From an optimization exercise on the open Yosys and OpenROAD flow, aimed at small area, a short achievable clock period and few clock cycles per item; shortcuts taken in it are not production practice. The RTL was checked by simulation tests, not by an equivalence proof against the original design. Power and IR drop assume default switching activity.

==> flow/constraint.sdc <==
create_clock -name core_clock -period 12.0 [get_ports {clk}]
set_input_delay 2.4000 -clock core_clock [delete_from_list [all_inputs] [get_ports {clk}]]
set_output_delay 2.4000 -clock core_clock [all_outputs]
set_load 0.01 [all_outputs]
==> flow/config.mk <==
export PLATFORM = sky130hd
export DESIGN_NAME = cbv_encoder
export DESIGN_NICKNAME = cbv_encoder
export VERILOG_FILES = /design/flow/design.v
export SDC_FILE = /design/flow/constraint.sdc
export NUM_CORES = 8
export LEC_CHECK = 0
export CAP_MARGIN = 30
export CORE_MARGIN = 2
export CORE_UTILIZATION = 50
export SETUP_SLACK_MARGIN = 5
export SLEW_MARGIN = 20
==> flow/design.v <==
module cbv_encoder (
    input  wire        clk,
    input  wire        rst,
    input  wire        cfg_we,
    input  wire [3:0]  cfg_idx,
    input  wire [63:0] cfg_value,
    input  wire [15:0] cfg_len,
    input  wire [1:0]  cfg_kind,
    input  wire        start,
    input  wire [31:0] total_bits,
    input  wire [4:0]  alpha_n,
    output reg         src_re,
    output wire [10:0] src_addr,
    input  wire [31:0] src_rdata,
    output wire        busy,
    output reg         done,
    output reg         sym_valid,
    output reg  [3:0]  sym,
    output wire        err,
    output wire [7:0]  err_code,
    output wire [31:0] err_info,
    output wire [31:0] nsym,
    output wire [31:0] total_rank,
    output wire [32:0] stream_bits,
    input  wire [3:0]  usage_sel,
    output wire [31:0] usage_q
);
    localparam NS = 5;                     
    localparam [1:0] S_IDLE = 2'd0;
    localparam [1:0] S_RUN  = 2'd1;
    localparam [1:0] S_JUMP = 2'd3;
    reg [63:0] av [0:15];
    reg [5:0]  al [0:15];
    reg        lg [0:15];
    reg        kb [0:15];
    wire [15:0] cfg_lm1  = cfg_len - 16'd1;
    wire        cfg_long = (cfg_kind != 2'd0) && (cfg_len > 16'd64);
    wire [63:0] cfg_av   = cfg_long            ? {54'd0, cfg_lm1[15:6]} :
                           (cfg_kind == 2'd0)  ? cfg_value :
                           (cfg_kind == 2'd2)  ? 64'hFFFF_FFFF_FFFF_FFFF : 64'd0;
    reg [1:0] state;
    assign busy = (state != S_IDLE);
    always @(posedge clk) begin
        if (cfg_we && !busy) begin
            av[cfg_idx] <= cfg_av;
            al[cfg_idx] <= cfg_lm1[5:0];
            lg[cfg_idx] <= cfg_long;
            kb[cfg_idx] <= cfg_kind[1];
        end
    end
    reg [16:0] total_r;
    reg [4:0]  n_r;
    reg [16:0] cur;             
    reg [16:0] nsym_r;          
    reg [16:0] rank_r;
    reg        err_r, enm_r;    
    reg [16:0] usage [0:15];
    reg [31:0] wb [0:NS-1];     
    reg [NS-1:0] vb;
    reg [11:0] rp;              
    reg [11:0] rq;              
    reg        rv;              
    reg [11:0] rw;              
    reg [1:0]  qcls;            
    reg [1:0]  rcls;            
    reg [16:0] re;              
    reg        rinf;            
    reg        rbit;            
    reg [9:0]  jl;              
    reg [15:0] lh;              
    reg        lh_ok;           
    reg [11:0] cw;              
    reg [11:0] sp;              
    reg [31:0] sx;              
    reg        sxv;
    reg [16:0] rs;              
    reg        rb;              
    reg        sdone;           
    reg        qv, qinf, qb;    
    reg [16:0] qe;              
    assign src_addr    = rq[10:0];
    assign stream_bits = {16'd0, cur};
    assign nsym        = {15'd0, nsym_r};
    assign total_rank  = {15'd0, rank_r};
    assign err         = err_r;
    assign err_code    = {5'd0, err_r, 1'b0, err_r & enm_r};
    assign err_info    = err_r ? {(enm_r ? 15'd0 : nsym_r[14:0]), cur} : 32'd0;
    assign usage_q     = {15'd0, usage[usage_sel]};
    wire [11:0] base = cur[16:5];
    reg [15:0] inuse;
    reg has0, has1;
    integer i, k, a, b;
    always @(*) begin
        has0 = 1'b0;
        has1 = 1'b0;
        for (i = 0; i < 16; i = i + 1) begin
            inuse[i] = (i < n_r);
            if (inuse[i] && lg[i] && !kb[i]) has0 = 1'b1;
            if (inuse[i] && lg[i] &&  kb[i]) has1 = 1'b1;
        end
    end
    wire [11:0] tw    = total_r[16:5];
    wire [31:0] lmask = ~(32'hFFFF_FFFF << total_r[4:0]);
    wire [31:0] rdat  = src_rdata & (rcls[1] ? 32'hFFFF_FFFF : rcls[0] ? lmask : 32'd0);
    wire [11:0] ridx  = rw - base;
    reg [31:0] mw [0:NS-1];
    reg [NS-1:0] mv;
    always @(*) begin
        for (k = 0; k < NS; k = k + 1) begin
            if (rv && ridx == k) begin
                mw[k] = rdat;
                mv[k] = 1'b1;
            end else begin
                mw[k] = wb[k];
                mv[k] = vb[k];
            end
        end
    end
    wire [95:0] buf3  = {wb[2], wb[1], wb[0]};
    wire [63:0] w     = buf3[cur[4:0] +: 64];
    wire        winok = vb[0] & vb[1] & (vb[2] | (cur[4:0] == 5'd0));
    wire        active = (cur < total_r);
    wire        allb  = (w == 64'd0) || (w == 64'hFFFF_FFFF_FFFF_FFFF);
    wire        rpos  = rinf || (re > cur);             
    reg [15:0] hit;
    reg [63:0] x;
    reg [7:0]  lt, eq, le, G, P;
    reg        fok;
    always @(*) begin
        for (i = 0; i < 16; i = i + 1) begin
            x = ~(w ^ av[i]);
            for (a = 0; a < 8; a = a + 1) begin
                lt[a] = (a < al[i][5:3]);
                eq[a] = (a == al[i][5:3]);
                le[a] = (a <= al[i][2:0]);
            end
            fok = 1'b1;
            for (a = 0; a < 8; a = a + 1) begin
                G[a] = &x[8*a +: 8];
                P[a] = 1'b1;
                for (b = 0; b < 8; b = b + 1)
                    P[a] = P[a] & (x[8*a+b] | !le[b]);
                fok = fok & (!lt[a] | G[a]) & (!eq[a] | P[a]);
            end
            hit[i] = lg[i] ? (lh[i] && lh_ok) : (inuse[i] && fok);
        end
    end
    wire any_und = !rpos && allb && (w[0] ? has1 : has0);
    wire lstale  = !lh_ok && rpos && allb && (rbit ? has1 : has0);
    reg [15:0] oh;
    reg [15:0] seen;
    always @(*) begin
        for (i = 0; i < 16; i = i + 1) begin
            seen[i] = (i == 0) ? 1'b0 : (seen[i-1] | hit[i-1]);
            oh[i]   = hit[i] & !seen[i];
        end
    end
    wire any_hit = |hit;
    reg [6:0] offs;     
    reg [9:0] jsel_l;   
    reg       jsel;     
    reg [3:0] ssel;
    always @(*) begin
        offs   = 7'd0;
        jsel_l = 10'd0;
        jsel   = 1'b0;
        ssel   = 4'd0;
        for (i = 0; i < 16; i = i + 1) begin
            offs   = offs   | ({7{oh[i]}} & ({2'd0, cur[4:0]} + {1'b0, al[i]} + 7'd1));
            jsel_l = jsel_l | ({10{oh[i] & lg[i]}} & av[i][9:0]);
            jsel   = jsel   | (oh[i] & lg[i]);
            ssel   = ssel   | ({4{oh[i]}} & i[3:0]);
        end
    end
    wire [1:0]  dsh   = offs[6:5];
    wire [11:0] base1 = base + 12'd1;
    wire [11:0] base2 = base + 12'd2;
    wire [11:0] nbase = dsh[1] ? base2 : dsh[0] ? base1 : base;
    wire dec  = (state == S_RUN) && active && winok && !lstale;
    wire emit = dec && !any_und && any_hit;
    wire qlive = qinf || (qe > cur);
    wire cap   = dec && any_und && qv && qlive;
    wire qpop  = qv && (cap || !qlive);
    wire [11:0] jbase = {cur[16:6] + {1'b0, jl}, cur[5]};
    wire [12:0] jin   = {1'b0, re[16:5]} - {1'b0, jbase};
    wire [2:0]  fq    = rinf ? NS : jin[12] ? 3'd0 : (jin[11:0] >= NS) ? NS : jin[2:0];
    wire        jmp   = (state == S_JUMP);
    wire [16:0] lcur  = jmp ? {jbase[11:1], cur[5:0]} : cur;
    wire [16:0] lend  = rpos ? re : qe;
    wire        linf  = rpos ? rinf : qinf;
    wire        lbit  = rpos ? rbit : qb;
    wire [17:0] lrem  = {1'b0, lend} - {1'b0, lcur};
    reg  [15:0] lh_n;
    always @(*) begin
        for (i = 0; i < 16; i = i + 1)
            lh_n[i] = inuse[i] && lg[i] && (lbit == kb[i]) &&
                      (linf || (!lrem[17] && lrem[16:0] > {1'b0, av[i][9:0], al[i]}));
    end
    wire [31:0] sdiff  = sx ^ {32{rb}};
    reg  [4:0]  sctz;
    always @(*) begin
        sctz = 5'd0;
        for (k = 31; k >= 0; k = k - 1)
            if (sdiff[k]) sctz = k[4:0];
    end
    wire [31:0] tdiff  = sx ^ {32{sx[31]}};
    reg  [5:0]  stail;
    always @(*) begin
        stail = 6'd0;
        for (k = 0; k < 32; k = k + 1)
            if (tdiff[k]) stail = k[5:0] + 6'd1;
    end
    wire        snz    = (sdiff != 32'd0);
    wire [17:0] sd0    = {1'b0, cw, 5'd0} - {1'b0, rs};      
    wire        slong  = !sd0[17] && ((sd0[16:6] != 11'd0) || ({1'b0, sd0[5:0]} + {2'd0, sctz} >= 7'd64));
    wire        srel   = rb ? has1 : has0;
    wire        sbeyond = ({cw, 5'd0} >= {1'b0, total_r});
    wire        sfin   = sbeyond && !rb;                      
    wire        srec   = srel && (sfin || (snz && slong));
    wire        sarr   = busy && sxv && !sdone;
    wire        sblock = srec && qv && !qpop;
    wire        sproc  = sarr && !sblock;
    wire [11:0] cw_n   = sproc ? cw + 12'd1 : cw;
    wire [5:0] pcnt;
    assign pcnt = sx[0]+sx[1]+sx[2]+sx[3]+sx[4]+sx[5]+sx[6]+sx[7]+
                  sx[8]+sx[9]+sx[10]+sx[11]+sx[12]+sx[13]+sx[14]+sx[15]+
                  sx[16]+sx[17]+sx[18]+sx[19]+sx[20]+sx[21]+sx[22]+sx[23]+
                  sx[24]+sx[25]+sx[26]+sx[27]+sx[28]+sx[29]+sx[30]+sx[31];
    wire [11:0] rdist = rp - base;
    wire        rlt0  = (rdist < NS);
    wire        breq  = (state == S_RUN) && active && rlt0;
    wire [11:0] sp_e  = (sp < cw) ? cw : sp;
    wire        sreq  = busy && !breq && !sdone;
    wire [1:0]  bcls  = (rp < tw) ? 2'd2 : (rp == tw) ? 2'd1 : 2'd0;
    wire [1:0]  scls  = (sp_e < tw) ? 2'd2 : (sp_e == tw) ? 2'd1 : 2'd0;
    wire ovf = (total_bits[31:17] != 15'd0) || (total_bits[16] && total_bits[15:0] != 16'd0);
    wire scomplete = ({cw, 5'd0} >= {1'b0, total_r});
    integer u;
    always @(posedge clk) begin
        if (rst) begin
            state     <= S_IDLE;
            done      <= 1'b0;
            sym_valid <= 1'b0;
            src_re    <= 1'b0;
            rv        <= 1'b0;
            sxv       <= 1'b0;
        end else begin
            done      <= 1'b0;
            sym_valid <= 1'b0;
            rv        <= src_re;
            rw        <= rq;
            rcls      <= qcls;
            src_re    <= breq || sreq;
            if (breq) begin
                rq   <= rp;
                qcls <= bcls;
                rp   <= rp + 12'd1;
            end else if (sreq) begin
                rq   <= sp_e;
                qcls <= scls;
                sp   <= sp_e + 12'd1;
            end
            sx  <= rdat;
            sxv <= rv && (rw == cw_n);
            if (sproc)
                rank_r <= rank_r + {11'd0, pcnt};
            if (qpop) qv <= 1'b0;
            if (sarr && sblock) sp <= cw;
            cw <= cw_n;
            if (sproc) begin
                if (srec) begin
                    qv   <= 1'b1;
                    qinf <= sfin;
                    qe   <= {cw, sctz};
                    qb   <= rb;
                end
                if (sfin)
                    sdone <= 1'b1;
                else if (snz) begin
                    rs <= {cw, 5'd0} + {11'd0, stail};
                    rb <= sx[31];
                end
            end
            for (k = 0; k < NS; k = k + 1) begin
                wb[k] <= mw[k];
                vb[k] <= mv[k];
            end
            if (jmp || (state == S_RUN && !emit)) begin
                lh    <= lh_n;
                lh_ok <= jmp || rpos || cap;
            end else if (emit && lh != 16'd0) begin
                lh_ok <= 1'b0;
            end
            case (state)
                S_IDLE: begin
                    if (start) begin
                        for (u = 0; u < 16; u = u + 1)
                            usage[u] <= 17'd0;
                        nsym_r  <= 17'd0;
                        rank_r  <= 17'd0;
                        err_r   <= 1'b0;
                        enm_r   <= 1'b0;
                        cur     <= 17'd0;
                        n_r     <= alpha_n;
                        re      <= 17'd0;
                        rinf    <= 1'b0;
                        lh      <= 16'd0;
                        lh_ok   <= 1'b1;
                        vb      <= {NS{1'b0}};
                        cw      <= 12'd0;
                        sp      <= 12'd0;
                        sxv     <= 1'b0;
                        rs      <= 17'd0;
                        rb      <= 1'b0;
                        sdone   <= 1'b0;
                        qv      <= 1'b0;
                        total_r <= total_bits[16:0];
                        rq      <= 12'd0;
                        qcls    <= (total_bits[16:5] != 12'd0) ? 2'd2 : 2'd1;
                        rp      <= 12'd1;
                        if (ovf) begin
                            err_r  <= 1'b1;
                            cur    <= total_bits[16:0];
                            nsym_r <= {2'd0, total_bits[31:17]};
                            done   <= 1'b1;
                        end else if (total_bits == 32'd0) begin
                            done   <= 1'b1;
                        end else begin
                            src_re <= 1'b1;
                            state  <= S_RUN;
                        end
                    end
                end
                S_RUN: begin
                    if (!active) begin
                        if (scomplete) begin
                            done  <= 1'b1;
                            state <= S_IDLE;
                        end
                    end else if (cap) begin
                        re   <= qe;
                        rinf <= qinf;
                        rbit <= qb;
                    end else if (dec && !any_und && !any_hit) begin
                        err_r <= 1'b1;
                        enm_r <= 1'b1;
                        done  <= 1'b1;
                        state <= S_IDLE;
                    end else if (emit) begin
                        sym_valid <= 1'b1;
                        sym       <= ssel;
                        for (u = 0; u < 16; u = u + 1)
                            if (oh[u]) usage[u] <= usage[u] + 17'd1;
                        nsym_r <= nsym_r + 17'd1;
                        cur    <= {nbase, offs[4:0]};
                        if (jsel) begin
                            jl    <= jsel_l;
                            vb    <= {NS{1'b0}};
                            state <= S_JUMP;
                        end else begin
                            for (k = 0; k < NS; k = k + 1) begin
                                if (k + dsh < NS) begin
                                    wb[k] <= mw[k + dsh];
                                    vb[k] <= mv[k + dsh];
                                end else begin
                                    vb[k] <= 1'b0;
                                end
                            end
                        end
                    end
                end
                S_JUMP: begin
                    cur[16:6] <= cur[16:6] + {1'b0, jl};
                    for (k = 0; k < NS; k = k + 1) begin
                        wb[k] <= {32{rbit}};
                        vb[k] <= (k < fq);
                    end
                    rp    <= jbase + {9'd0, fq};
                    state <= S_RUN;
                end
                default: state <= S_IDLE;
            endcase
        end
    end
endmodule
==> flow/run.sh <==
#!/bin/bash
# synth_recipe.tcl (not shown) runs the flow's synth.tcl, then flattens the netlist and writes it again
# the make line also repeats each setting of config.mk as NAME=value (left out here)
make -C /OpenROAD-flow-scripts/flow DESIGN_CONFIG=/design/flow/config.mk WORK_HOME=/design/flow/orfs CLKGATE_MAP_FILE= SYNTH_SCRIPT=/design/flow/synth_recipe.tcl finish
==> results.cfg, run 1 <==
[pwr]
ir_drop_v = 0.000201
seqPwrFrac_pct = 24.7
power.density_nw_per_um2 = 232
p_clk_share_pct = 18.3
p_leak_nw = 55.0
p_int_mw = 18.9
design_power_total_mw = 34.7
swShare_pct = 45.5
p_sw_mw = 15.8
power.share.combinational_pct = 57.0

[sta]
post-route-period-util_pct = 61.6
finClkSkew_ps = 81.9
tightest_slew_ps = 1270
layout_min_cycle_time_ps = 7390
fin_tns_setup_ps = 0
hold_viol = 0
slew_headroom_pct = 14.6
final-setup-viol-count = 0
slew_viol_final = 0
rsz0062_at_grt = true
fmax_mhz = 135
hold_ws_ps = 480

[critical_path]
path_max_fanout = 10
endpoint_kind = flop
worst-endpoint-arrival_ps = 8020
r2r_setup_slack_ps = 4610
cp_slowest_cell = o211ai_1
worstSetupPathType = reg2reg
cp-start-kind = flop
cpPeakStageDelay_ps = 710
path_common_cell = buf_12
cp.required_ps = 12630

[yosys]
ys_async_sr_fraction_pct = 0
synth_top_area_share_pct = 45.3
synth-seq-cells = 1856
synth_common_cells = edfxtp_1, nor2_1, xnor2_1
synth_edf_count = 1849
syn-cell-area_um2 = 123000
synthFlopType = edfxtp_1
synth_area_leaders = edfxtp_1, ha_1, xnor2_1
synth_cell_types = 119
yosysSeqAreaShare_pct = 45.4
syn_inst = 11800
yosysWarningCount = 4
syn_area_per_cell_um2 = 10.4
yosysMostFrequentCell = edfxtp_1
post-synth-top-area-cell = edfxtp_1

[hold_path]
min_path_type = reg2reg

[routing]
drt_iter0_markers = 21400
wire_per_inst_um = 38.5
ant_nets = 0
drcViolationCount = 0
via_count = 114000
viasPerCell = 7.11
firstDrtPassIters = 12
wirelength_mm = 619

[floorplanning]
rows = 181
start_util_pct = 50.3
core_area_um2 = 243000
die_w_um = 499
die_h_um = 499
die_area_um2 = 249000
ioPinCount = 352

[cts]
cts.clk_slew.worst_paths_ps = 70
clk_path_buf_depth = 3
htree_levels = 4
cts_hold_buf = 0
tritoncts = done
ctsRootBufferMaster = clkbuf_16
cts_sinks = 1856
cts_buffers = 201
clk_latency_ps = 930

[grt]
grt_pass1_wl_mm = 819
grt_pass1_vias = 103000
grt_max_degree = 153
antenna_found_initial = 42
grt_usage_pct = 46.9
gr-total-overflow = 0

[place]
dpl.hpwl_mm = 437
gp_congestion = 1.11
port_buffers = 284

[final_layout]
fin_util_pct = 61.5
areaGrowthSynthToFinish_pct = 22.1
layout-drive-gt1-share_pct = 18.7
num-nets-final = 13400
fillers = 19400

[status]
status = complete, no violations

[flow_run]
maxCapViolCount = 0
==> layer usage <==
metal / track usage, % / wire, µm / vias up
met4: 31.8 / 56700 / 18
li1: - / - / 45800
met2: 65.9 / 248000 / 10300
met1: 61.0 / 220000 / 55400
met5: 0 / 233 / -
met3: 15.9 / 94100 / 2547
==> critical path, delay by kind of cell (launching register included) <==
family                    cells  cell delay (ps)
muxes                         2              730
xor gates and xnor gates      1              150
DFF                           1              380
AOI/OAI and AO/OA             9             2830
and+or+nand+nor               6              960
buffers and inverters        11             2020
==> cells by family (layout without fill, tap and decap cells) <==
| logic type | count (synthesis) | after routing | share of synthesized area, % |
|---|---|---|---|
| buf+inv | 1256 | 2194 | 4.57 |
| fa+ha+maj | 605 | 605 | 6.48 |
| flops | 1856 | 1856 | 45.4 |
| mux | 404 | 404 | 4.07 |
| compound gates | 2882 | 2887 | 15.7 |
| xor+xnor | 1448 | 1448 | 10.4 |
| simple gates | 3334 | 3345 | 13.4 |
| other cells | 1 | 109 | 0.00306 |
==> power groups by stage <==
| stage | Clock, mW | Combinational (mW) | Sequential, mW |
|---|---|---|---|
| floorplan | 0 | 9.64 | 8.39 |
| global placement | 0 | 15.1 | 8.67 |
| detailed placement | 0 | 15.4 | 8.69 |
| CTS | 6.30 | 17.3 | 8.53 |
| global route | 6.53 | 20.2 | 8.61 |
| finish | 6.34 | 19.8 | 8.58 |
==> sequential cells by signal, summed over array words and instances, names as in the netlist, 16 cells and up <==
register and cells:
sx 32, nsym_r 17, qe 17, total_r 17, av 1024, lh 16
al 96, usage 272, rs 17, cur 17, re 17, kb 16
rank_r 17, lg 16, wb 160
==> through the flow <==
stage	instance area [µm²]	worst slack (ps)	cells
final	150000	4610	16100
after global placement	130000	1380	15000
after floorplan	123000	3840	11900
after CTS	143000	4950	15700
after detailed placement	131000	2150	15100
after global routing	150000	4620	16000
==> path summary, 6_finish.rpt <==
| check | from | endpoint | depth (start not counted) |
|---|---|---|---|
| max | cur[1]$_DFFE_PP_ | wb[0][13]$_DFFE_PN_ | 29 |
| min reg2reg | src_re$_SDFF_PP0_ | rv$_SDFF_PP0_ | 1 |
| min | src_re$_SDFF_PP0_ | rv$_SDFF_PP0_ | 1 |
| max reg2reg | cur[1]$_DFFE_PP_ | wb[0][13]$_DFFE_PN_ | 29 |
==> placed cells by master, fill, tap and decap left out, drive strengths merged, types with 276 or more instances in the layout <==
| master | instances |
|---|---|
| edfxtp | 1849 |
| buf | 934 |
| nor2 | 898 |
| xnor2 | 762 |
| nand2 | 751 |
| o21ai | 693 |
| xor2 | 686 |
| inv | 563 |
| ha | 556 |
| a21oi | 508 |
| nand3 | 354 |
| nand4 | 352 |
| clkdlybuf4s50 | 279 |
| o22ai | 276 |
==> final cells by class <==
type	count	area, µm²	area share [%]
Antenna cell	42	105	0.0703
Clock buffer	237	5210	3.48
Clock inverter	132	1290	0.861
Inverter	570	2170	1.45
Multi-Input combinational cell	8756	67800	45.3
Sequential cell	1856	55700	37.2
Tap cell	3202	4010	2.68
Timing Repair Buffer	1255	13400	8.93
==> timing repair <==
item,CTS,global route
setup endpoints to repair,617,573
pin swaps,124,390
setup buffers,270,218
gates cloned,28,33
gates resized for setup,633,714
Testbench counts, summed over its fixed seeds: cycles 44,922, bits 332,171.
==> inputs of run 2 (changes only) <==
--- a/flow/design.v
+++ b/flow/design.v
@@ -68,6 +68,8 @@
     reg        rbit;            
     reg [9:0]  jl;              
-    reg [15:0] lh;              
+    reg        lhv;             
+    reg [3:0]  lhi;             
     reg        lh_ok;           
+    reg [4:0]  lp;              
     reg [11:0] cw;              
     reg [11:0] sp;              
@@ -143,5 +145,5 @@
                 fok = fok & (!lt[a] | G[a]) & (!eq[a] | P[a]);
             end
-            hit[i] = lg[i] ? (lh[i] && lh_ok) : (inuse[i] && fok);
+            hit[i] = lg[i] ? (lhv && lh_ok && rpos && lhi == i) : (inuse[i] && fok);
         end
     end
@@ -191,10 +193,22 @@
     wire        lbit  = rpos ? rbit : qb;
     wire [17:0] lrem  = {1'b0, lend} - {1'b0, lcur};
-    reg  [15:0] lh_n;
+    reg  [15:0] lcm, lseen, lcoh;
+    reg  [15:0] llen;
+    reg  [3:0]  lci;
     always @(*) begin
-        for (i = 0; i < 16; i = i + 1)
-            lh_n[i] = inuse[i] && lg[i] && (lbit == kb[i]) &&
-                      (linf || (!lrem[17] && lrem[16:0] > {1'b0, av[i][9:0], al[i]}));
+        llen = 16'd0;
+        lci  = 4'd0;
+        for (i = 0; i < 16; i = i + 1) begin
+            lcm[i]   = inuse[i] && lg[i] && (kb[i] == lbit) && (!rpos || i >= lp);
+            lseen[i] = (i == 0) ? 1'b0 : (lseen[i-1] | lcm[i-1]);
+            lcoh[i]  = lcm[i] & !lseen[i];
+            llen     = llen | ({16{lcoh[i]}} & {av[i][9:0], al[i]});
+            lci      = lci  | ({4{lcoh[i]}} & i[3:0]);
+        end
     end
+    wire        lcany = |lcm;
+    wire        lmore = |(lcm & ~lcoh);      
+    wire        lfit  = linf || (!lrem[17] && lrem[16:0] > {1'b0, llen});
+    wire        leval = jmp || (state == S_RUN && !emit && (!lh_ok || cap));
     wire [31:0] sdiff  = sx ^ {32{rb}};
     reg  [4:0]  sctz;
@@ -286,9 +300,22 @@
                 vb[k] <= mv[k];
             end
-            if (jmp || (state == S_RUN && !emit)) begin
-                lh    <= lh_n;
-                lh_ok <= jmp || rpos || cap;
-            end else if (emit && lh != 16'd0) begin
+            if (leval) begin
+                if (!lcany || (!lfit && !lmore)) begin
+                    lhv   <= 1'b0;
+                    lh_ok <= 1'b1;
+                end else if (lfit) begin
+                    lhv   <= 1'b1;
+                    lhi   <= lci;
+                    lh_ok <= 1'b1;
+                end else begin
+                    lh_ok <= 1'b0;
+                    lp    <= {1'b0, lci} + 5'd1;
+                end
+            end else if (emit && jsel) begin
+                lh_ok <= 1'b0;
+                lp    <= {1'b0, ssel};
+            end else if (emit && lhv && lh_ok) begin
                 lh_ok <= 1'b0;
+                lp    <= {1'b0, lhi};
             end
             case (state)
@@ -305,6 +332,7 @@
                         re      <= 17'd0;
                         rinf    <= 1'b0;
-                        lh      <= 16'd0;
+                        lhv     <= 1'b0;
                         lh_ok   <= 1'b1;
+                        lp      <= 5'd0;
                         vb      <= {NS{1'b0}};
                         cw      <= 12'd0;
==> run 2 against run 1 <==
Largest cell class unchanged. First-iteration DRC count decreased by 7.9%. Critical path type unchanged. Worst setup slack got worse by 590 ps. Via count fell by 2.0%.
==> results.cfg, run 2 <==
[sta]
rsz0062_at_grt = true
finClkSkew_ps = 124
setup_slack_ps = 4020
slew_headroom_pct = 5.93
fmax_mhz = 125
fin_tns_setup_ps = 0
layout_min_cycle_time_ps = 7980
final-setup-viol-count = 0
tightest_slew_ps = 1410
hold_viol = 0
post-route-period-util_pct = 66.5
slew_viol_final = 0

[final_layout]
top_regs = av (1024), usage (272), wb (160)
final_area_um2 = 147000
fin_util_pct = 62.2
fillers = 19000
largest_register = av
layout-drive-gt1-share_pct = 18.8
final_common_cell = edfxtp_1
num-nets-final = 12700
areaGrowthSynthToFinish_pct = 23.5
layout_common_cells = edfxtp_1, nor2_1, xor2_1
largest_register_ffs = 1024

[yosys]
synthFlopType = edfxtp_1
yosysWarningCount = 4
post-synth-top-area-cell = edfxtp_1
synth_edf_count = 1843
yosysSeqAreaShare_pct = 46.7
synth_cell_types = 113
ys_async_sr_fraction_pct = 0
syn_inst = 11300
syn-cell-area_um2 = 119000
yosysMostFrequentCell = edfxtp_1
syn_area_per_cell_um2 = 10.5
synth_common_cells = edfxtp_1, nor2_1, xor2_1
synth-seq-cells = 1850
synth_area_leaders = edfxtp_1, xor2_1, xnor2_1
synth_top_area_share_pct = 46.6

[floorplanning]
ioPinCount = 352
core_area_um2 = 236000
die_h_um = 491
rows = 178
die_area_um2 = 241000
start_util_pct = 50.4
die_w_um = 491

[cts]
clk_path_buf_depth = 3
cts_buffers = 208
tritoncts = done
clk_latency_ps = 950
htree_levels = 4
cts_sinks = 1850
ctsRootBufferMaster = clkbuf_16
cts.clk_slew.worst_paths_ps = 60

[critical_path]
cp.required_ps = 12730
path_common_cell = o21a_1
reg2regPathDepth = 40
endpoint_kind = flop
cp_slowest_cell = nor4b_4
timing.rr.end = lp[4]$_DFFE_PN_
cp-start-kind = flop
r2r_setup_slack_ps = 4020
worst-endpoint-arrival_ps = 8710
worstSetupPathType = reg2reg
path_max_fanout = 17
crit_start = cur[1]$_DFFE_PP_
cpPeakStageDelay_ps = 450
r2r-start = cur[1]$_DFFE_PP_

[routing]
firstDrtPassIters = 15
ant_nets = 0
drcViolationCount = 0
via_count = 112000
wirelength_mm = 598
wire_per_inst_um = 38.4
drt_iter0_markers = 19700
viasPerCell = 7.18

[place]
placed_area_um2 = 127000
gp_congestion = 1.13
port_buffers = 284
place_ws_ps = 2270
dpl.hpwl_mm = 424

[pwr]
design_power_total_mw = 18.3
ir_drop_v = 0.000266
p_leak_nw = 54.9
power.density_nw_per_um2 = 125

[grt]
antenna_found_initial = 46
grt_max_degree = 163
gr-total-overflow = 0
grt_pass1_wl_mm = 805
grt_usage_pct = 47.1
grt_pass1_vias = 102000

[hold_path]
hold_start = rq[11]$_DFFE_PN_
hold_end = rw[11]$_DFFE_PN_
min_path_type = reg2reg
whs_path_depth = 0

[flow_run]
maxCapViolCount = 0

[status]
status = complete, no violations
-- run 2: power breakdown --
| part | switching, mW | internal (mW) |
|---|---|---|
| clock network | 2.99 | 3.92 |
| registers | 0.194 | 7.25 |
| logic | 2.50 | 1.49 |
| total | 5.68 | 12.7 |
-- run 2: how the worst max path moves through the flow --
stage | endpoint | slack (ps) | depth (start not counted)
after floorplan | lp[4]$_DFFE_PN_ | 3290 | 45
after global placement | wb[3][11]$_DFFE_PN_ | 1910 | 21
after detailed placement | wb[3][11]$_DFFE_PN_ | 2270 | 23
after CTS | lp[3]$_DFFE_PN_ | 4250 | 43
after global routing | lp[2]$_DFFE_PN_ | 3770 | 38
final | lp[4]$_DFFE_PN_ | 4020 | 40
-- run 2: cell families after synthesis --
| family | count (synthesis) | share of synthesized area [%] |
|---|---|---|
| AO/OA/AOI/OAI | 2952 | 16.8 |
| XOR/XNOR | 1438 | 10.6 |
| adder cells (fa/ha/maj) | 368 | 4.18 |
| buffers and inverters | 1100 | 3.93 |
| flip-flops | 1850 | 46.7 |
| multiplexers | 385 | 4.09 |
| other | 1 | 0.00316 |
| AND/OR/NAND/NOR | 3242 | 13.7 |
-- run 2: through the flow --
| stage | std cells | hold WS [ps] |
|---|---|---|
| detailed placement | 14600 | 454 |
| finish | 15600 | 470 |
| global route | 15500 | 497 |
| CTS | 15300 | 470 |
| floorplan | 11400 | 424 |
| global placement | 14500 | 444 |
-- run 2: what timing repair did --
item	4_1_cts	5_1_grt
hold buffers	0	0
cloned	30	22
buffers inserted	357	169
pin swaps	159	174
resized for setup	849	447
setup endpoints to repair	588	555
-- run 2: metal layers --
layer / part of all wire, % / routed length [µm] / up-vias / GRT usage (%)
li1: - / - / 44700 / -
met1: 34 / 206000 / 54500 / 58.4
met2: 41 / 245000 / 9940 / 67.4
met3: 15 / 89000 / 2583 / 17.3
met4: 9.6 / 57300 / 40 / 34.3
met5: 0.091 / 542 / - / 0.258
-- run 2: cell type report --
| class | count | area (µm²) | share of cell area, % |
|---|---|---|---|
| Antenna cell | 33 | 82.6 | 0.0563 |
| Inverter | 378 | 1470 | 1.00 |
| Tap cell | 3150 | 3940 | 2.69 |
| Multi-Input combinational cell | 8461 | 64600 | 44.1 |
| Sequential cell | 1850 | 55500 | 37.9 |
| Clock buffer | 252 | 5390 | 3.68 |
| Timing Repair Buffer | 1317 | 13700 | 9.36 |
| Clock inverter | 138 | 1850 | 1.26 |
-- run 2: worst max-delay path: cells and delay by family, from the launching register on --
kind                     cells  cell delay (ps)
AND/OR/NAND/NOR             10             1720
adder cells (fa/ha/maj)      2              500
buffers and inverters        6             1010
multiplexers                 1              300
flip-flops                   1              410
AO/OA/AOI/OAI               21             3890
Testbench counts of run 2, summed over its fixed seeds: cycles 44,922, bits 332,171.
==> inputs of run 3 (changes only) <==
--- a/flow/design.v
+++ b/flow/design.v
@@ -52,4 +52,6 @@
     reg [4:0]  n_r;
     reg [16:0] cur;             
+    reg [3:0]  sb;              
+    reg [7:0]  sa;              
     reg [16:0] nsym_r;          
     reg [16:0] rank_r;
@@ -76,5 +78,6 @@
     reg [31:0] sx;              
     reg        sxv;
-    reg [16:0] rs;              
+    reg [5:0]  rs;              
+    reg [1:0]  rn;              
     reg        rb;              
     reg        sdone;           
@@ -120,5 +123,16 @@
     end
     wire [95:0] buf3  = {wb[2], wb[1], wb[0]};
-    wire [63:0] w     = buf3[cur[4:0] +: 64];
+    reg  [91:0] wt;
+    reg  [63:0] w;
+    always @(*) begin
+        for (k = 0; k < 92; k = k + 1)
+            wt[k] = (sb[0] & buf3[k]) | (sb[1] & buf3[k+1]) |
+                    (sb[2] & buf3[k+2]) | (sb[3] & buf3[k+3]);
+        for (k = 0; k < 64; k = k + 1)
+            w[k] = (sa[0] & wt[k])    | (sa[1] & wt[k+4])  |
+                   (sa[2] & wt[k+8])  | (sa[3] & wt[k+12]) |
+                   (sa[4] & wt[k+16]) | (sa[5] & wt[k+20]) |
+                   (sa[6] & wt[k+24]) | (sa[7] & wt[k+28]);
+    end
     wire        winok = vb[0] & vb[1] & (vb[2] | (cur[4:0] == 5'd0));
     wire        active = (cur < total_r);
@@ -189,8 +203,5 @@
     wire        jmp   = (state == S_JUMP);
     wire [16:0] lcur  = jmp ? {jbase[11:1], cur[5:0]} : cur;
-    wire [16:0] lend  = rpos ? re : qe;
-    wire        linf  = rpos ? rinf : qinf;
-    wire        lbit  = rpos ? rbit : qb;
-    wire [17:0] lrem  = {1'b0, lend} - {1'b0, lcur};
+    wire [17:0] lrem  = {1'b0, re} - {1'b0, lcur};
     reg  [15:0] lcm, lseen, lcoh;
     reg  [15:0] llen;
@@ -200,5 +211,5 @@
         lci  = 4'd0;
         for (i = 0; i < 16; i = i + 1) begin
-            lcm[i]   = inuse[i] && lg[i] && (kb[i] == lbit) && (!rpos || i >= lp);
+            lcm[i]   = inuse[i] && lg[i] && (kb[i] == rbit) && (i >= lp);
             lseen[i] = (i == 0) ? 1'b0 : (lseen[i-1] | lcm[i-1]);
             lcoh[i]  = lcm[i] & !lseen[i];
@@ -209,6 +220,6 @@
     wire        lcany = |lcm;
     wire        lmore = |(lcm & ~lcoh);      
-    wire        lfit  = linf || (!lrem[17] && lrem[16:0] > {1'b0, llen});
-    wire        leval = jmp || (state == S_RUN && !emit && (!lh_ok || cap));
+    wire        lfit  = rinf || (!lrem[17] && lrem[16:0] > {1'b0, llen});
+    wire        leval = jmp || (state == S_RUN && !emit && !cap && !lh_ok);
     wire [31:0] sdiff  = sx ^ {32{rb}};
     reg  [4:0]  sctz;
@@ -226,6 +237,5 @@
     end
     wire        snz    = (sdiff != 32'd0);
-    wire [17:0] sd0    = {1'b0, cw, 5'd0} - {1'b0, rs};      
-    wire        slong  = !sd0[17] && ((sd0[16:6] != 11'd0) || ({1'b0, sd0[5:0]} + {2'd0, sctz} >= 7'd64));
+    wire        slong  = rn[1] || (rn[0] && ({1'b0, sctz} >= rs));
     wire        srel   = rb ? has1 : has0;
     wire        sbeyond = ({cw, 5'd0} >= {1'b0, total_r});
@@ -243,5 +253,8 @@
     wire [11:0] rdist = rp - base;
     wire        rlt0  = (rdist < NS);
-    wire        breq  = (state == S_RUN) && active && rlt0;
+    wire        rlt1  = (rdist < NS + 1);
+    wire        rlt2  = (rdist < NS + 2);
+    wire        breq  = (state == S_RUN) && active &&
+                        (rlt0 || (emit && !jsel && (dsh[1] ? rlt2 : dsh[0] ? rlt1 : 1'b0)));
     wire [11:0] sp_e  = (sp < cw) ? cw : sp;
     wire        sreq  = busy && !breq && !sdone;
@@ -252,4 +265,9 @@
     integer u;
     always @(posedge clk) begin
+        rw   <= rq;
+        rcls <= qcls;
+        sx   <= rdat;
+    end
+    always @(posedge clk) begin
         if (rst) begin
             state     <= S_IDLE;
@@ -263,6 +281,4 @@
             sym_valid <= 1'b0;
             rv        <= src_re;
-            rw        <= rq;
-            rcls      <= qcls;
             src_re    <= breq || sreq;
             if (breq) begin
@@ -275,5 +291,4 @@
                 sp   <= sp_e + 12'd1;
             end
-            sx  <= rdat;
             sxv <= rv && (rw == cw_n);
             if (sproc)
@@ -292,6 +307,9 @@
                     sdone <= 1'b1;
                 else if (snz) begin
-                    rs <= {cw, 5'd0} + {11'd0, stail};
+                    rs <= stail;
+                    rn <= 2'd0;
                     rb <= sx[31];
+                end else if (!rn[1]) begin
+                    rn <= rn + 2'd1;
                 end
             end
@@ -312,4 +330,7 @@
                     lp    <= {1'b0, lci} + 5'd1;
                 end
+            end else if (cap) begin
+                lh_ok <= 1'b0;
+                lp    <= 5'd0;
             end else if (emit && jsel) begin
                 lh_ok <= 1'b0;
@@ -319,4 +340,9 @@
                 lp    <= {1'b0, lhi};
             end
+            if (sym_valid) begin
+                nsym_r <= nsym_r + 17'd1;
+                for (u = 0; u < 16; u = u + 1)
+                    if (sym == u) usage[u] <= usage[u] + 17'd1;
+            end
             case (state)
                 S_IDLE: begin
@@ -329,4 +355,6 @@
                         enm_r   <= 1'b0;
                         cur     <= 17'd0;
+                        sb      <= 4'b0001;
+                        sa      <= 8'b0000_0001;
                         n_r     <= alpha_n;
                         re      <= 17'd0;
@@ -339,5 +367,6 @@
                         sp      <= 12'd0;
                         sxv     <= 1'b0;
-                        rs      <= 17'd0;
+                        rs      <= 6'd32;
+                        rn      <= 2'd0;
                         rb      <= 1'b0;
                         sdone   <= 1'b0;
@@ -378,8 +407,7 @@
                         sym_valid <= 1'b1;
                         sym       <= ssel;
-                        for (u = 0; u < 16; u = u + 1)
-                            if (oh[u]) usage[u] <= usage[u] + 17'd1;
-                        nsym_r <= nsym_r + 17'd1;
                         cur    <= {nbase, offs[4:0]};
+                        for (k = 0; k < 4; k = k + 1) sb[k] <= (offs[1:0] == k);
+                        for (k = 0; k < 8; k = k + 1) sa[k] <= (offs[4:2] == k);
                         if (jsel) begin
                             jl    <= jsel_l;
==> run 3 against run 2 <==
Synthesized cell count rose by 5.1%. Via count rose by 7.5%. Die area rose by 1.0%. Highest routed layer unchanged.
==> results.cfg, run 3 <==
[final_layout]
largest_register_ffs = 1024
top_regs = av (1024), usage (272), wb (160)
multiInputGateArea_um2 = 63800
final_area_um2 = 143000
largest_register = av
num-nets-final = 13200
layout-drive-gt1-share_pct = 14.6
fillers = 19600
layout_common_cells = edfxtp_1, o21ai_0, nor2_1
seq_area_um2 = 55100
areaGrowthSynthToFinish_pct = 19.3
final_common_cell = edfxtp_1

[pwr]
ir_drop_v = 0.000139
design_power_total_mw = 16.8
p_leak_nw = 52.0
power.density_nw_per_um2 = 117

[cts]
tritoncts = done
clk_latency_ps = 940
cts_hold_buf = 0
cts.clk_slew.worst_paths_ps = 70
htree_levels = 4
cts_buffers = 205
cts_sinks = 1853
ctsRootBufferMaster = clkbuf_16
clk_path_buf_depth = 3

[sta]
fmax_mhz = 132
slew_viol_final = 0
slew_headroom_pct = 16.1
hold_viol = 0
rsz0062_at_grt = true
final-setup-viol-count = 0
layout_min_cycle_time_ps = 7550
post-route-period-util_pct = 62.9
tightest_slew_ps = 1250
fin_tns_setup_ps = 0
finClkSkew_ps = 86.8

[critical_path]
worst-endpoint-arrival_ps = 8210
path_cells = buf_4 > inv_1 > nand2_1 > nor2_2 > nor3_1 > a22oi_1 > o211ai_1 > or4_1 > a2111oi_2 > a31oi_2 > nor3b_1 > a2bb2oi_2 > a21boi_4 > a211oi_4 > buf_12 > buf_4 > a31oi_4 > a21oi_2 > nor4_1 > mux2i_1 > o21ai_0
timing.rr.end = rp[8]$_DFFE_PN_
path_max_fanout = 13
reg2regPathDepth = 21
cpPeakStageDelay_ps = 800
r2r-start = al[15][1]$_DFFE_PP_
cp-start-kind = flop
cp.required_ps = 12660
cp_slowest_cell = inv_1
r2r_setup_slack_ps = 4450
endpoint_kind = flop
path_common_cell = buf_4
worstSetupPathType = reg2reg

[routing]
viasPerCell = 7.46
drcViolationCount = 0
wire_per_inst_um = 40.2
ant_nets = 0
via_count = 120000
firstDrtPassIters = 13
drt_iter0_markers = 23600
wirelength_mm = 648

[grt]
grt_usage_pct = 50.6
gr-usage-met3_pct = 22.1
grt_use_met1_pct = 62.0
grt_pass1_vias = 108000
antenna_found_initial = 56
grt_max_degree = 190
grt_use_met2_pct = 70.1
gr-total-overflow = 0
top_usage_layer = met2
grt_pass1_wl_mm = 861

[place]
port_buffers = 284
gp_congestion = 1.15
dpl.hpwl_mm = 465
placed_area_um2 = 128000

[yosys]
yosysSeqAreaShare_pct = 46.0
synthFlopType = edfxtp_1
yosysMostFrequentCell = edfxtp_1
post-synth-top-area-cell = edfxtp_1
synth-seq-cells = 1853
synth_common_cells = edfxtp_1, o21ai_0, nor2_1
syn_area_per_cell_um2 = 10.1
ys_async_sr_fraction_pct = 0
synth_area_leaders = edfxtp_1, xnor2_1, o21ai_0
yosysWarningCount = 4
syn-cell-area_um2 = 120000
synth_top_area_share_pct = 45.1
syn_inst = 11900
synth_edf_count = 1800
synth_cell_types = 115

[hold_path]
whs_path_depth = 0
min_path_type = reg2reg
hold_end = rbit$_DFFE_PP_
hold_start = qb$_DFFE_PP_

[floorplanning]
die_area_um2 = 244000
die_h_um = 494
core_area_um2 = 238000
rows = 179
die_w_um = 494
start_util_pct = 50.3
ioPinCount = 352

[flow_run]
maxCapViolCount = 0

[status]
status = complete, no violations
## run 3: cell count changes after synthesis, moves of 82 or more
cell	previous run	this run
o21ai_0	630	1039
or3_1	66	223
a21oi_1	507	598
o211ai_1	161	75
xor2_1	828	532
a22o_1	33	218
a21boi_0	35	117
nor3_1	174	292
o22ai_1	235	149
## run 3: logic make-up (layout without fill, tap and decap cells)
| kind of cell | after synthesis | after routing | synth area share [%] |
|---|---|---|---|
| other cells | 1 | 116 | 0.00313 |
| fa+ha+maj | 351 | 351 | 3.96 |
| compound gates | 3613 | 3618 | 20.1 |
| mux | 203 | 203 | 1.74 |
| xor+xnor | 1201 | 1201 | 8.77 |
| flops | 1853 | 1853 | 46.0 |
| simple gates | 3653 | 3654 | 15.7 |
| buf+inv | 1042 | 1951 | 3.77 |
## run 3: through the flow
stage	cells	setup WS, ps	util [%]	hold slack (ps)
floorplan	12000	1200	-	348
global placement	15100	1760	53.4	407
detailed placement	15200	1840	53.6	402
CTS	15900	5000	58.6	420
global route	16100	4630	60.0	437
finish	16100	4450	60.0	419
## run 3: worst max-delay path by stage
| stage | from | end | slack [ps] | cells after the start |
|---|---|---|---|---|
| floorplan | rst | cw[0]$_DFFE_PN_ | 1200 | 1 |
| global placement | sb[0]$_SDFFCE_PN1P_ | rq[2]$_DFFE_PN_ | 1760 | 20 |
| detailed placement | sb[0]$_SDFFCE_PN1P_ | rq[2]$_DFFE_PN_ | 1840 | 21 |
| CTS | sb[0]$_SDFFCE_PN1P_ | vb[0]$_DFFE_PN_ | 5000 | 25 |
| global route | sb[1]$_SDFFCE_PN0P_ | wb[3][3]$_DFFE_PN_ | 4630 | 28 |
| finish | al[15][1]$_DFFE_PP_ | rp[8]$_DFFE_PN_ | 4450 | 21 |
## run 3: worst max-delay path, delay by kind of cell (launching register included)
family	cells	cell delay, ps
compound gates	10	2400
buf+inv	4	1400
flops	1	360
mux	1	230
simple gates	6	2880
## run 3: power by group
| part | leakage (nW) | switching [mW] | internal [mW] |
|---|---|---|---|
| Combinational | 29.7 | 1.57 | 0.896 |
| Sequential | 18.9 | 0.250 | 7.27 |
| Clock | 3.40 | 3.01 | 3.78 |
| Total | 52.0 | 4.83 | 11.9 |
## run 3: what timing repair did
item,in CTS,in global routing
hold endpoints to repair,0,0
endpoints found under the setup margin,336,283
resized for setup,455,408
buffers inserted,328,137
pin swaps,158,104
gates cloned,9,24
## run 3: metal layers
| layer | part of all wire, % | vias to the layer above |
|---|---|---|
| met4 | 10 | 30 |
| met2 | 40 | 11800 |
| met1 | 34 | 58000 |
| met3 | 16 | 3076 |
| met5 | 0.070 | - |
| li1 | - | 47300 |
## run 3: final cells by class
cell class / count / share of cell area, %
diodes: 49 / 0.0857
multi-input cells: 9094 / 44.6
repair buffers: 1203 / 8.12
flip-flops and latches: 1853 / 38.5
clock inverters: 143 / 1.20
inverters: 364 / 0.964
well taps: 3167 / 2.77
clock buffers: 241 / 3.73
Testbench counts of run 3, summed over its fixed seeds: cycles 44,794, bits 332,171.
==> inputs of run 4 (changes only) <==
--- a/flow/config.mk
+++ b/flow/config.mk
@@ -10,3 +10,3 @@
 export CORE_UTILIZATION = 50
 export SETUP_SLACK_MARGIN = 5
-export SLEW_MARGIN = 20
+export SLEW_MARGIN = 50
==> run 4 against run 3 <==
Highest routed layer unchanged. First-iteration DRC count fell by 3.8%. Critical path type unchanged. Still clean. Largest power group unchanged. Cell area rose by 1.9%. Via count barely moved. Flip-flop and latch count did not move. Clock-buffer cell count did not move. Clock skew fell by 4.9 ps. Global-route usage fell by 0.11 points.
==> results.cfg, run 4 <==
[place]
gp_congestion = 1.15
port_buffers = 284
dpl.hpwl_mm = 466

[yosys]
synthAdderAreaFrac_pct = 3.96
synth_cell_types = 115
synthFlopType = edfxtp_1
yosys-mux-area-fraction_pct = 1.74
synth_common_cells = edfxtp_1, o21ai_0, nor2_1
yosys.area_share.simple_pct = 15.7
synth-seq-cells = 1853
ys_async_sr_fraction_pct = 0
synth_edf_count = 1800
yosysSeqAreaShare_pct = 46.0
synth_xor_area_share_pct = 8.77
synth_top_area_share_pct = 45.1
syn_area_per_cell_um2 = 10.1
syn-cell-area_um2 = 120000
synth_area_leaders = edfxtp_1, xnor2_1, o21ai_0
yosysMostFrequentCell = edfxtp_1
synth_top_family_by_area = compound AO/OA/AOI/OAI gates
synth-compound-area-share_pct = 20.1
yosysWarningCount = 4
syn_inst = 11900
post-synth-top-area-cell = edfxtp_1

[sta]
rsz0062_at_grt = true
hold_viol = 0
finClkSkew_ps = 81.8
post-route-period-util_pct = 60.8
layout_min_cycle_time_ps = 7290
tightest_slew_ps = 916
fin_tns_setup_ps = 0
slew_headroom_pct = 38.9
slew_viol_final = 0
hold_ws_ps = 413
fmax_mhz = 137
final-setup-viol-count = 0

[final_layout]
areaGrowthSynthToFinish_pct = 21.6
layout_common_cells = edfxtp_1, o21ai_0, nor2_1
top_regs = av (1024), usage (272), wb (160)
layout-drive-gt1-share_pct = 17.1
largest_register_ffs = 1024
largest_register = av
final_common_cell = edfxtp_1
num-nets-final = 13300

[critical_path]
cp_top_family = compound AO/OA/AOI/OAI gates
cpPeakStageDelay_ps = 440
endpoint_kind = flop
critPathBufInv = 10
worst-endpoint-arrival_ps = 7900
path_max_fanout = 15
cp_slowest_cell = a2bb2oi_2
cp.required_ps = 12600
path_common_cell = buf_6
cp-start-kind = flop
crit_start = sb[2]$_SDFFCE_PN0P_
r2r-start = sb[2]$_SDFFCE_PN0P_
worstSetupPathType = reg2reg

[pwr]
swShare_pct = 28.8
p_sw_mw = 4.84
seqPwrFrac_pct = 44.8
ir_drop_v = 0.000145
p_int_mw = 12.0
power.density_nw_per_um2 = 115
p_clk_share_pct = 40.4
power.share.combinational_pct = 14.9
p_leak_nw = 53.0
design_power_total_mw = 16.8

[floorplanning]
core_area_um2 = 238000
die_area_um2 = 244000
ioPinCount = 352
start_util_pct = 50.3
die_w_um = 494
die_h_um = 494
rows = 179

[cts]
cts_buffers = 205
cts_sinks = 1853
htree_levels = 4
cts.clk_slew.worst_paths_ps = 70
ctsRootBufferMaster = clkbuf_16
clk_path_buf_depth = 3
cts_hold_buf = 0
clk_latency_ps = 960
tritoncts = done

[hold_path]
min_path_type = reg2reg
hold_start = qb$_DFFE_PP_

[routing]
wire_per_inst_um = 40.2
drt_iter0_markers = 22700
drcViolationCount = 0
wirelength_mm = 649
viasPerCell = 7.44
via_count = 120000
ant_nets = 0
firstDrtPassIters = 11

[grt]
antenna_found_initial = 43
grt_pass1_vias = 108000
gr-total-overflow = 0
grt_max_degree = 108
grt_usage_pct = 50.5
grt_pass1_wl_mm = 860

[status]
status = complete, no violations

[flow_run]
maxCapViolCount = 0
==> run 4: cell count changes in the layout (fill, tap and decap cells not counted), sizes merged, moves of 2 or more <==
cell | before | now
clkinvlp | 12 | 24
diode | 49 | 36
clkdlybuf4s50 | 279 | 277
inv | 358 | 354
clkbuf | 260 | 278
buf | 903 | 942
clkinv | 111 | 103
==> run 4: repair_timing <==
action	CTS	global route
endpoints found under the hold margin	0	0
cloned	10	31
pin swaps	164	231
resized for setup	448	680
endpoints found under the setup margin	313	294
setup buffers	284	196
==> run 4: logic make-up (layout without fill, tap and decap cells) <==
| group | after synthesis | count (layout) |
|---|---|---|
| buf+inv | 1042 | 2009 |
| xor+xnor | 1201 | 1201 |
| flops | 1853 | 1853 |
| compound gates | 3613 | 3617 |
| other cells | 1 | 103 |
| simple gates | 3653 | 3654 |
| fa+ha+maj | 351 | 351 |
| mux | 203 | 203 |
==> run 4: worst reg2reg max path: cells and delay by family, from the launching register on <==
family | cells | cell delay [ps]
simple gates | 8 | 1940
compound gates | 9 | 2650
flops | 1 | 400
buf+inv | 10 | 1710
xor+xnor | 1 | 250
==> run 4: metal layers <==
layer	global-route usage, %	share of wire, %	vias up	routed length, µm
met3	21.9	16	3106	106000
met2	70.3	40	11500	257000
met4	36.8	10	32	64900
li1	-	-	47500	-
met1	61.9	34	58000	221000
met5	0.861	0.097	-	632
==> run 4: worst paths after layout <==
kind	endpoint	depth (start not counted)	slack, ps
setup / recovery	wb[1][9]$_DFFE_PN_	28	4710
hold / removal	rbit$_DFFE_PP_	0	410
setup reg to reg	wb[1][9]$_DFFE_PN_	28	4710
hold reg to reg	rbit$_DFFE_PP_	0	410
==> run 4: layout make-up <==
cell class	instances	area, µm²
Clock buffer	241	5310
Fill cell	19300	92500
Multi-Input combinational cell	9093	65300
Clock inverter	144	1750
Sequential cell	1853	55100
Antenna cell	36	90.1
Inverter	364	1390
Timing Repair Buffer	1260	12900
Tap cell	3167	3960
==> run 4: power groups by stage <==
stage	clock network (mW)	registers [mW]	logic (mW)
after floorplan	0	7.55	1.34
after global placement	0	7.65	2.08
after detailed placement	0	7.65	2.18
after CTS	6.70	7.51	2.29
after global routing	6.96	7.53	2.63
final	6.79	7.53	2.50
==> run 4: through the flow <==
step	setup slack [ps]	std cells	utilization [%]	area, µm²
final	4710	16200	61.2	146000
after global routing	4700	16100	61.2	146000
after CTS	4970	15900	58.9	140000
after detailed placement	2390	15200	54.1	129000
after global placement	1760	15100	53.4	127000
after floorplan	1200	12000	-	120000
==> inputs of run 5 (changes only) <==
--- a/flow/config.mk
+++ b/flow/config.mk
@@ -8,5 +8,5 @@
 export CAP_MARGIN = 30
 export CORE_MARGIN = 2
-export CORE_UTILIZATION = 50
+export CORE_UTILIZATION = 40
 export SETUP_SLACK_MARGIN = 5
 export SLEW_MARGIN = 50
==> run 5 against run 4 <==
Worst setup slack improved by 82 ps. Area after synthesis did not move. Clock skew rose by 3.0 ps. Core utilization fell by 12 points. Total power rose by 1.6%. Register-to-register slack improved by 80 ps. Global-route usage fell by 7.5 points. Routed wire length rose by 5.2%.
==> results.cfg, run 5 <==
[status]
status = complete, no violations

[grt]
grt_max_degree = 103
antenna_found_initial = 41
grt_pass1_wl_mm = 900
gr-total-overflow = 0
grt_usage_pct = 43.0
grt_pass1_vias = 105000

[critical_path]
timing.rr.end = wb[2][15]$_DFFE_PN_
cpPeakStageDelay_ps = 550
cp.required_ps = 12680
cp_slowest_cell = o31ai_2
r2r_setup_slack_ps = 4790
worst-endpoint-arrival_ps = 7890
reg2regPathDepth = 29
endpoint_kind = flop
path_common_cell = buf_4
cp-start-kind = flop
worstSetupPathType = reg2reg
path_max_fanout = 13
r2r-start = sb[1]$_SDFFCE_PN0P_

[pwr]
p_leak_nw = 53.1
power.density_nw_per_um2 = 116
ir_drop_v = 0.000122

[place]
dp.cells = 16100
place_ws_ps = 2930
dpl.hpwl_mm = 513
port_buffers = 284
gp_congestion = 1.10

[flow_run]
maxCapViolCount = 0

[routing]
firstDrtPassIters = 14
drcViolationCount = 0
wirelength_mm = 682
via_count = 115000
viasPerCell = 6.80
drt-met1-wl_mm = 257
wl_met3_mm = 84.9
ant_nets = 0
wire_per_inst_um = 40.2
wl_met2_mm = 286
drt_iter0_markers = 18200
top_layer_used = met5

[yosys]
syn-cell-area_um2 = 120000
syn_area_per_cell_um2 = 10.1
ys_async_sr_fraction_pct = 0
synth_top_area_share_pct = 45.1
post-synth-top-area-cell = edfxtp_1
yosysWarningCount = 4
synth_cell_types = 115
syn_inst = 11900
yosysMostFrequentCell = edfxtp_1
synth_edf_count = 1800
synth_area_leaders = edfxtp_1, xnor2_1, o21ai_0
synthFlopType = edfxtp_1
yosysSeqAreaShare_pct = 46.0
synth_common_cells = edfxtp_1, o21ai_0, nor2_1
synth-seq-cells = 1853

[cts]
clk_path_buf_depth = 4
cts_hold_buf = 0
cts_sinks = 1853
tritoncts = done
clk_latency_ps = 980
cts_buffers = 223
cts.clk_slew.worst_paths_ps = 60
htree_levels = 4
ctsRootBufferMaster = clkbuf_16

[sta]
rsz0062_at_grt = true
final-setup-viol-count = 0
finClkSkew_ps = 84.9
fmax_mhz = 139
tightest_slew_ps = 888
slew_viol_final = 0
fin_tns_setup_ps = 0
post-route-period-util_pct = 60.1
setup_slack_ps = 4790
layout_min_cycle_time_ps = 7210
slew_headroom_pct = 40.8
hold_viol = 0

[final_layout]
top_regs = av (1024), usage (272), wb (160)
finalNonFillerCells = 17000
areaGrowthSynthToFinish_pct = 22.3
layout_common_cells = edfxtp_1, o21ai_0, nor2_1
largest_register = av
final_common_cell = edfxtp_1
num-nets-final = 13300
fillers = 27300
layout-drive-gt1-share_pct = 16.9
largest_register_ffs = 1024

[hold_path]
hold_end = rw[11]$_DFF_P_
hold_start = rq[11]$_DFFE_PN_
min_path_type = reg2reg
whs_path_depth = 0

[floorplanning]
die_h_um = 552
die_area_um2 = 304000
start_util_pct = 40.1
core_area_um2 = 299000
ioPinCount = 352
die_w_um = 552
rows = 201
==> run 5: cell counts after synthesis <==
No cell type changed its count.
==> run 5: power by group <==
part	internal [mW]	switching [mW]	total [mW]	leakage, nW
Combinational	0.919	1.60	2.52	30.6
Clock	4.00	3.06	7.06	3.57
Sequential	7.27	0.230	7.50	18.9
==> run 5: cell families (layout without fill, tap and decap cells) <==
logic type	count (synthesis)	count (layout)	share of synthesized area, %
compound gates	3613	3615	20.1
xor+xnor	1201	1201	8.77
fa+ha+maj	351	351	3.96
buf+inv	1042	2050	3.77
flops	1853	1853	46.0
mux	203	203	1.74
other cells	1	91	0.00313
simple gates	3653	3654	15.7
==> run 5: what timing repair did <==
| item | in CTS | in global routing |
|---|---|---|
| setup endpoints to repair | 303 | 293 |
| gates cloned | 13 | 16 |
| setup buffers | 310 | 105 |
| pin swaps | 163 | 120 |
| resized for setup | 594 | 501 |
| hold endpoints to repair | 0 | 0 |
==> run 5: per-layer routing <==
metal	up-vias	GRT usage, %
met2	8410	63.4
met4	28	27.2
met5	-	0
met1	57600	54.5
met3	1880	13.4
li1	47500	-
==> run 5: layout make-up <==
cell class                      instances  area (µm²)  share of cell area (%)
Antenna cell                           24        60.1                  0.0410
Clock inverter                        125        1410                   0.962
Sequential cell                      1853       55100                    37.6
Clock buffer                          284        5920                    4.04
Inverter                              364        1380                   0.940
Tap cell                             3958        4950                    3.38
Multi-Input combinational cell       9091       65000                    44.3
Timing Repair Buffer                 1277       12800                    8.73
==> run 5: stage by stage <==
step                utilization [%]  hold WS [ps]  area [µm²]  power (mW)
finish                         49.0           409      147000        17.1
global route                   49.0           408      147000        17.5
CTS                            47.9           401      143000        17.0
detailed placement             43.7           380      131000        9.88
global placement               43.2           407      129000        9.81
floorplan                         -           348      120000        8.89
==> run 5: worst max-delay path, delay by kind of cell (launching register included) <==
kind / cells / cell delay, ps
buffers and inverters: 11 / 1950
AND/OR/NAND/NOR: 7 / 1800
flip-flops: 1 / 510
AO/OA/AOI/OAI: 11 / 2630
==> run 5: how the worst max path moves through the flow <==
stage                                   start                   to  cells past startpoint
final                     sb[1]$_SDFFCE_PN0P_  wb[2][15]$_DFFE_PN_                     29
after global placement    sb[2]$_SDFFCE_PN0P_  sb[1]$_SDFFCE_PN0P_                     21
after CTS                 sb[1]$_SDFFCE_PN0P_      vb[0]$_DFFE_PN_                     25
after floorplan                           rst      cw[0]$_DFFE_PN_                      1
after global routing      sb[3]$_SDFFCE_PN0P_  wb[2][15]$_DFFE_PN_                     28
after detailed placement  sb[1]$_SDFFCE_PN0P_      rq[8]$_DFFE_PN_                     24
==> inputs of run 6 (changes only) <==
--- a/flow/config.mk
+++ b/flow/config.mk
@@ -10,3 +10,3 @@
 export CORE_UTILIZATION = 40
 export SETUP_SLACK_MARGIN = 5
-export SLEW_MARGIN = 50
+export SLEW_MARGIN = 70
==> run 6 against run 5 <==
Still clean. Total power increased by 0.98%. Non-clock buffer count grew 482. Clock skew about the same. Die area did not move. Cell area rose by 5.3%. Largest cell class unchanged. Largest power group unchanged.
==> results.cfg, run 6 <==
[routing]
wire_per_inst_um = 39.5
wirelength_mm = 689
drcViolationCount = 0
via_count = 118000
ant_nets = 0
viasPerCell = 6.78
firstDrtPassIters = 10
drt_iter0_markers = 19200

[critical_path]
worst-endpoint-arrival_ps = 7890
path_max_fanout = 10
cp-start-kind = flop
endpoint_kind = flop
cp.required_ps = 12670
worstSetupPathType = reg2reg

[yosys]
syn-cell-area_um2 = 120000
synth_cell_types = 115
yosysSeqAreaShare_pct = 46.0
ys_async_sr_fraction_pct = 0
synth_edf_count = 1800
yosysMostFrequentCell = edfxtp_1
synth_area_leaders = edfxtp_1, xnor2_1, o21ai_0
syn_inst = 11900
synthFlopType = edfxtp_1
synth_top_area_share_pct = 45.1
post-synth-top-area-cell = edfxtp_1
synth-seq-cells = 1853
syn_area_per_cell_um2 = 10.1
synth_common_cells = edfxtp_1, o21ai_0, nor2_1
yosysWarningCount = 4

[sta]
tightest_slew_ps = 583
hold_viol = 0
fin_tns_setup_ps = 0
fmax_mhz = 139
rsz0062_at_grt = true
slew_headroom_pct = 60.8
hold_ws_ps = 413
post-route-period-util_pct = 60.2
layout_min_cycle_time_ps = 7220
finClkSkew_ps = 85.0
final-setup-viol-count = 0
slew_viol_final = 0

[final_layout]
finalNonFillerCells = 17400
fillers = 26700
areaGrowthSynthToFinish_pct = 28.7
num-nets-final = 13800
layout_common_cells = edfxtp_1, buf_4, o21ai_0
final_area_um2 = 154000
layout-drive-gt1-share_pct = 23.1
largest_register_ffs = 1024
top_regs = av (1024), usage (272), wb (160)
largest_register = av
final_common_cell = edfxtp_1

[place]
placed_area_um2 = 137000
dpl.hpwl_mm = 526
port_buffers = 284
dp.cells = 16500
gp_congestion = 1.10

[pwr]
power.density_nw_per_um2 = 112
p_leak_nw = 56.4
design_power_total_mw = 17.2
ir_drop_v = 0.000122

[cts]
tritoncts = done
cts_hold_buf = 0
cts_buffers = 221
htree_levels = 4
cts.clk_slew.worst_paths_ps = 70
clk_path_buf_depth = 4
ctsRootBufferMaster = clkbuf_16
cts_sinks = 1853
clk_latency_ps = 990

[flow_run]
maxCapViolCount = 0

[floorplanning]
ioPinCount = 352
start_util_pct = 40.1
rows = 201
core_area_um2 = 299000
die_h_um = 552
die_area_um2 = 304000
die_w_um = 552

[grt]
gr-total-overflow = 0
grt_max_degree = 65
antenna_found_initial = 44
grt_pass1_vias = 107000
grt_usage_pct = 43.2
grt_pass1_wl_mm = 909

[status]
status = complete, no violations

[hold_path]
min_path_type = reg2reg
[run 6: logic make-up (layout without fill, tap and decap cells)]
| kind of cell | Yosys count | after routing | synth area share (%) |
|---|---|---|---|
| and+or+nand+nor | 3653 | 3655 | 15.7 |
| AOI/OAI and AO/OA | 3613 | 3614 | 20.1 |
| DFF | 1853 | 1853 | 46.0 |
| xor gates and xnor gates | 1201 | 1201 | 8.77 |
| buffers and inverters | 1042 | 2525 | 3.77 |
| adders and majority gates | 351 | 351 | 3.96 |
| muxes | 203 | 203 | 1.74 |
| other | 1 | 86 | 0.00313 |
[run 6: final timing paths]
kind / slack, ps / startpoint / depth (start not counted) / to
setup / recovery: 4780 / sb[1]$_SDFFCE_PN0P_ / 24 / cur[15]$_DFFE_PP_
hold / removal: 410 / rq[11]$_DFFE_PN_ / 0 / rw[11]$_DFF_P_
setup reg to reg: 4780 / sb[1]$_SDFFCE_PN0P_ / 24 / cur[15]$_DFFE_PP_
hold reg to reg: 410 / rq[11]$_DFFE_PN_ / 0 / rw[11]$_DFF_P_
[run 6: layer usage]
| layer | global-route usage (%) | vias up | part of all wire (%) |
|---|---|---|---|
| met5 | 0 | - | 0.051 |
| met4 | 26.7 | 32 | 7.8 |
| met3 | 13.6 | 2036 | 12 |
| met2 | 64.0 | 8837 | 42 |
| met1 | 54.9 | 58800 | 38 |
| li1 | - | 48500 | - |
[run 6: cell type report]
type,instances,area [µm²],share of cell area (%)
multi-input cells,9091,68100,44.1
repair buffers,1759,17500,11.3
inverters,364,1390,0.900
diodes,19,47.5,0.0308
well taps,3958,4950,3.21
clock inverters,135,1460,0.943
clock buffers,267,5840,3.78
flip-flops and latches,1853,55100,35.7
[run 6: what timing repair did]
item	CTS	global route
pin swaps	158	276
setup buffers	246	157
gates cloned	15	24
gates resized for setup	704	565
endpoints found under the setup margin	281	270
[run 6: worst max-delay path, cell delays in order (launching register included)]
cell and delay, ps:
edfxtp_1 440, buf_6 160, buf_6 130, bufbuf_16 270
a22o_1 240, o21ai_0 250, nand4_1 330, nor2_2 210
buf_6 300, xor2_1 280, nand4b_1 200, nor4_4 390
a2bb2oi_1 210, nand4_1 320, o31a_4 460, buf_6 150
nor4bb_4 150, o31a_1 240, nand4b_1 270, buf_6 200
a211o_4 370, mux2i_4 250, or4_4 550, xnor2_2 150
a221o_1 320
[run 6: stage by stage]
step / util (%) / setup slack (ps)
6_report: 51.6 / 4780
5_1_grt: 51.6 / 4800
4_1_cts: 49.9 / 4920
3_5_place_dp: 45.9 / 3370
3_3_place_gp: 43.2 / 1460
2_1_floorplan: - / 1200
[run 6: report_power, final]
group,internal (mW),switching (mW)
sequential,7.27,0.198
combinational,1.01,1.69
clock,4.04,3.05

## port drivers added, routing unchanged
In the flow no input, the clock included, has a driving cell. The finished layouts below were timed again as built, in two steps. Step 1 (the two cells are an assumption about what drives the block):
set clk [get_ports {clk}]
set_driving_cell -lib_cell sky130_fd_sc_hd__clkbuf_16 $clk
set_driving_cell -lib_cell sky130_fd_sc_hd__buf_2 [delete_from_list [all_inputs] $clk]
Step 2 adds t to the input delays and takes it off the output delays; t is the mean of the earliest and latest rising clock arrival at the registers after step 1. Input paths then give back, and output paths get back, about the clock's delay inside the block. a / b / c = no drivers / after step 1 / after step 2; a / b = the first two.
run	shift t [ns]	slack for setup (ns)	worst setup path at the end	latest minus earliest clock arrival (ns)	pins driven straight from the clock port
run 1	0.994	4.608 / 4.608 / 4.147	input to register	0.081 / 0.082	1
run 2	1.000	4.016 / 4.016 / 4.016	register to register	0.125 / 0.125	1
run 3	1.014	4.448 / 4.448 / 4.188	input to register	0.106 / 0.106	1
run 4	1.016	4.706 / 4.706 / 4.706	register to register	0.092 / 0.091	1
run 5	1.052	4.788 / 4.788 / 4.788	register to register	0.085 / 0.086	1
run 6	1.048	4.782 / 4.782 / 4.782	register to register	0.086 / 0.086	1
After both steps every run listed still meets setup and hold. For run 1, which loses most, drivers alone change the setup slack by 0.000 ns; drivers and shift together by -0.461 ns.
